From an optimization exercise on the open Yosys and OpenROAD flow, aimed at a short achievable clock period and few clock cycles; shortcuts taken in it are not production practice.
Where RTL was checked, it was by simulation tests only, not by an equivalence proof against the original.

the reference run:
## risc_core
module risc_core (
    input  wire        clk,
    input  wire        rst,
    output wire [15:0] imem_addr,
    input  wire [31:0] imem_rdata,
    output wire [15:0] dmem_addr,
    output wire        dmem_we,
    output wire [31:0] dmem_wdata,
    input  wire [31:0] dmem_rdata,
    input  wire [31:0] in_data,
    output wire        in_pop,
    output wire        out_valid,
    output wire [31:0] out_data,
    output wire        halted,
    output wire [2:0]  trap_cause,
    output wire [31:0] trap_info,
    output wire [31:0] pc_out,
    input  wire [4:0]  dbg_addr,
    output wire [31:0] dbg_data
);
export LEC_CHECK = 0
export ABC_CLOCK_PERIOD_IN_PS = 4000
export CAP_MARGIN = 20
export CORE_MARGIN = 2
export CORE_UTILIZATION = 40
export SLEW_MARGIN = 20
create_clock -name core_clock -period 13.5 [get_ports {clk}]
standard.sh (not shown) runs the stock make flow with config.mk's settings and CLKGATE_MAP_FILE= SYNTH_SCRIPT=/design/flow/synth_recipe.tcl, a recipe that flattens the netlist after the stock synthesis.
==> flow/flow/run.sh <==
#!/bin/bash
set -euo pipefail
bash standard.sh SETUP_SLACK_MARGIN=6.3 TNS_END_PERCENT=20 finish > standard.log 2>&1
Having completed the whole flow, the reference run delivered a layout that passed the timing, design-rule and antenna checks.
Here is what was changed in the inputs of the trial run compared with the reference run.
--- a/flow/design.v
+++ b/flow/design.v
@@ -71,26 +71,28 @@
     reg [1:0]  st;
     reg [31:0] ra, rb;
     reg        rem_sel, neg_q, neg_r;
     reg [31:0] r, q;
     reg [31:0] d;       
     reg [33:0] d3;      
     reg [4:0]  cnt;     
     function [5:0] clz32(input [31:0] x);
-        integer i;
-        reg     found;
+        reg [31:0] v;
+        reg [5:0]  n;
         begin
-            clz32 = 6'd32;
-            found = 1'b0;
-            for (i = 31; i >= 0; i = i - 1)
-                if (!found && x[i]) begin
-                    clz32 = 31 - i;
-                    found = 1'b1;
-                end
+            v = x;
+            n = 6'd0;
+            if (v[31:16] == 16'd0) begin n = n + 6'd16; v = {v[15:0], 16'd0}; end
+            if (v[31:24] == 8'd0)  begin n = n + 6'd8;  v = {v[23:0], 8'd0};  end
+            if (v[31:28] == 4'd0)  begin n = n + 6'd4;  v = {v[27:0], 4'd0};  end
+            if (v[31:30] == 2'd0)  begin n = n + 6'd2;  v = {v[29:0], 2'd0};  end
+            if (v[31] == 1'b0)     begin n = n + 6'd1;  v = {v[30:0], 1'd0};  end
+            if (v[31] == 1'b0)     n = n + 6'd1;
+            clz32 = n;
         end
     endfunction
     wire [31:0] aa  = ra[31] ? -ra : ra;
     wire [31:0] ab  = rb[31] ? -rb : rb;
     wire [33:0] ab3 = {2'b00, ab} + {1'b0, ab, 1'b0};
     wire [5:0]  za  = clz32(aa);
     wire [5:0]  zb  = clz32(ab);
     wire        early = (za > zb);
@@ -347,38 +349,43 @@
                  s_slt | s_sge | s_seq | s_sne;
     wire d_valid = d_alu | d_mul | d_div | d_lw | d_sw | d_br | d_jalr | o_jal |
                    o_lui | d_ebreak | d_eread | d_ewrite;
     wire use_imm = o_opimm | o_opext;
     wire use1 = o_op | o_opimm | o_opext | o_load | o_store | o_br | o_jalr |
                 (o_sys && f7 == 7'd2);
     wire use2 = o_op | o_store | o_br;
     wire wr_a = d_alu | o_lui | o_jal | d_jalr | d_eread;
-    wire [31:0] x1v, x2v;
+    wire [31:0] r1v, r2v;
     wire        rf_wea;
     wire [31:0] rf_wda;
     wire        rf_web;
     wire [4:0]  rf_wab;
     wire [31:0] rf_wdb;
     risc_regfile u_rf (
         .clk (clk),
         .rst (rst),
         .ra1 (rs1),
         .ra2 (rs2),
         .ra3 (dbg_addr),
-        .rd1 (x1v),
-        .rd2 (x2v),
+        .rd1 (r1v),
+        .rd2 (r2v),
         .rd3 (dbg_data),
         .wea (rf_wea),
-        .waa (rd),
+        .waa (wb_rd),
         .wda (rf_wda),
         .web (rf_web),
         .wab (rf_wab),
         .wdb (rf_wdb)
     );
+    reg         wb_v;
+    reg  [4:0]  wb_rd;
+    reg  [31:0] wb_d;
+    wire [31:0] x1v = (wb_v && wb_rd == rs1) ? wb_d : r1v;
+    wire [31:0] x2v = (wb_v && wb_rd == rs2) ? wb_d : r2v;
     wire [31:0] opb = use_imm ? imm_i : x2v;
     wire [31:0] pc_inc = pc + 32'd1;
     wire [31:0] oth = s_lui ? imm_u : s_link ? pc_inc : in_data;
     wire [31:0] alu_y;
     risc_alu u_alu (
         .a     (x1v),
         .b     (opb),
         .s_add (s_add),
@@ -514,16 +521,17 @@
     end
     wire wr_now = go && wr_a && rd != 5'd0;
     wire wr_any = go && (wr_a || (d_lw && !l_oor) || d_mul || (d_div && !div0));
     always @(posedge clk) begin
         if (rst) begin
             l1_v  <= 1'b0;
             l2_v  <= 1'b0;
             m_v   <= 1'b0;
+            m2_v  <= 1'b0;
             dwe   <= 1'b0;
             ov_r  <= 1'b0;
         end else begin
             l1_v  <= go && d_lw && !l_oor && rd != 5'd0;
             l2_v  <= l1_v && !(wr_any && rd == l1_rd);
             m_v   <= go && d_mul && rd != 5'd0;
             m2_v  <= m_v && !(wr_any && rd == m_rd);
             dwe   <= go && d_sw && !s_oor;
@@ -551,18 +559,24 @@
         .want_rem (d_rem),
         .a        (x1v),
         .b        (opb),
         .hold     (d_hold),
         .fin      (d_fin),
         .result   (dv_y)
     );
     wire [31:0] m_y = mp0 + {mp1 + mp2, 16'd0};
-    assign rf_wea = wr_now;
-    assign rf_wda = alu_y;
+    always @(posedge clk) begin
+        if (rst) wb_v <= 1'b0;
+        else     wb_v <= wr_now;
+        wb_rd <= rd;
+        wb_d  <= alu_y;
+    end
+    assign rf_wea = wb_v;
+    assign rf_wda = wb_d;
     assign rf_web = l2_v | m2_v | d_fin;
     assign rf_wab = l2_v ? l2_rd : m2_v ? m2_rd : dv_rd;
     assign rf_wdb = l2_v ? dmem_rdata : m2_v ? m_y : dv_y;
     assign imem_addr  = fa;
     assign dmem_addr  = da;
     assign dmem_we    = dwe;
     assign dmem_wdata = dwd;
     assign in_pop     = ex && d_eread;
Findings:
Clock distribution area overhead in the final layout: the trial run vs the reference run, no meaningful difference
Summary of the trial run over the reference run: via count of the first global-routing pass shows an increase of about 2.3%; wire length the detailed router placed on met1 went down 2.2%; final area increased by about 1.3% relative to the old numbers.
Delta (the trial run minus the reference run): clock sink count moved up; post-layout worst setup margin moved up.
Testbench counts of the trial run, summed over its fixed seeds: cycles 145,830.
Function not checked in the reference run: the RTL went through the layout flow alone.

re-timing with driven ports:
The flow's constraints put no driver on any port. The routed layouts listed below were extracted and timed again, unchanged, in two steps.
Step 1 assumes that a clkbuf_16 drives the clock port and a buf_2 every other input.
Step 2 times the ports against the registers' clock, not the clock port: input delays grow and output delays shrink by t, the midpoint of the rising clock arrivals with the driver on.
Slacks: ideal ports / drivers / drivers and shift; pairs: ideal ports / drivers.
| run | t, ns | setup slack, ns | worst data-port slew with drivers (ns) |
|---|---|---|---|
| the reference run | 1.079 | 5.434 / 5.002 / 3.923 | 0.99 |
| the trial run | 1.108 | 5.488 / 5.117 / 4.009 | 0.58 |
After both steps setup and hold are still met in every run listed. For the reference run, which loses most, drivers alone change the setup slack by -0.432 ns; drivers and shift together by -1.511 ns.
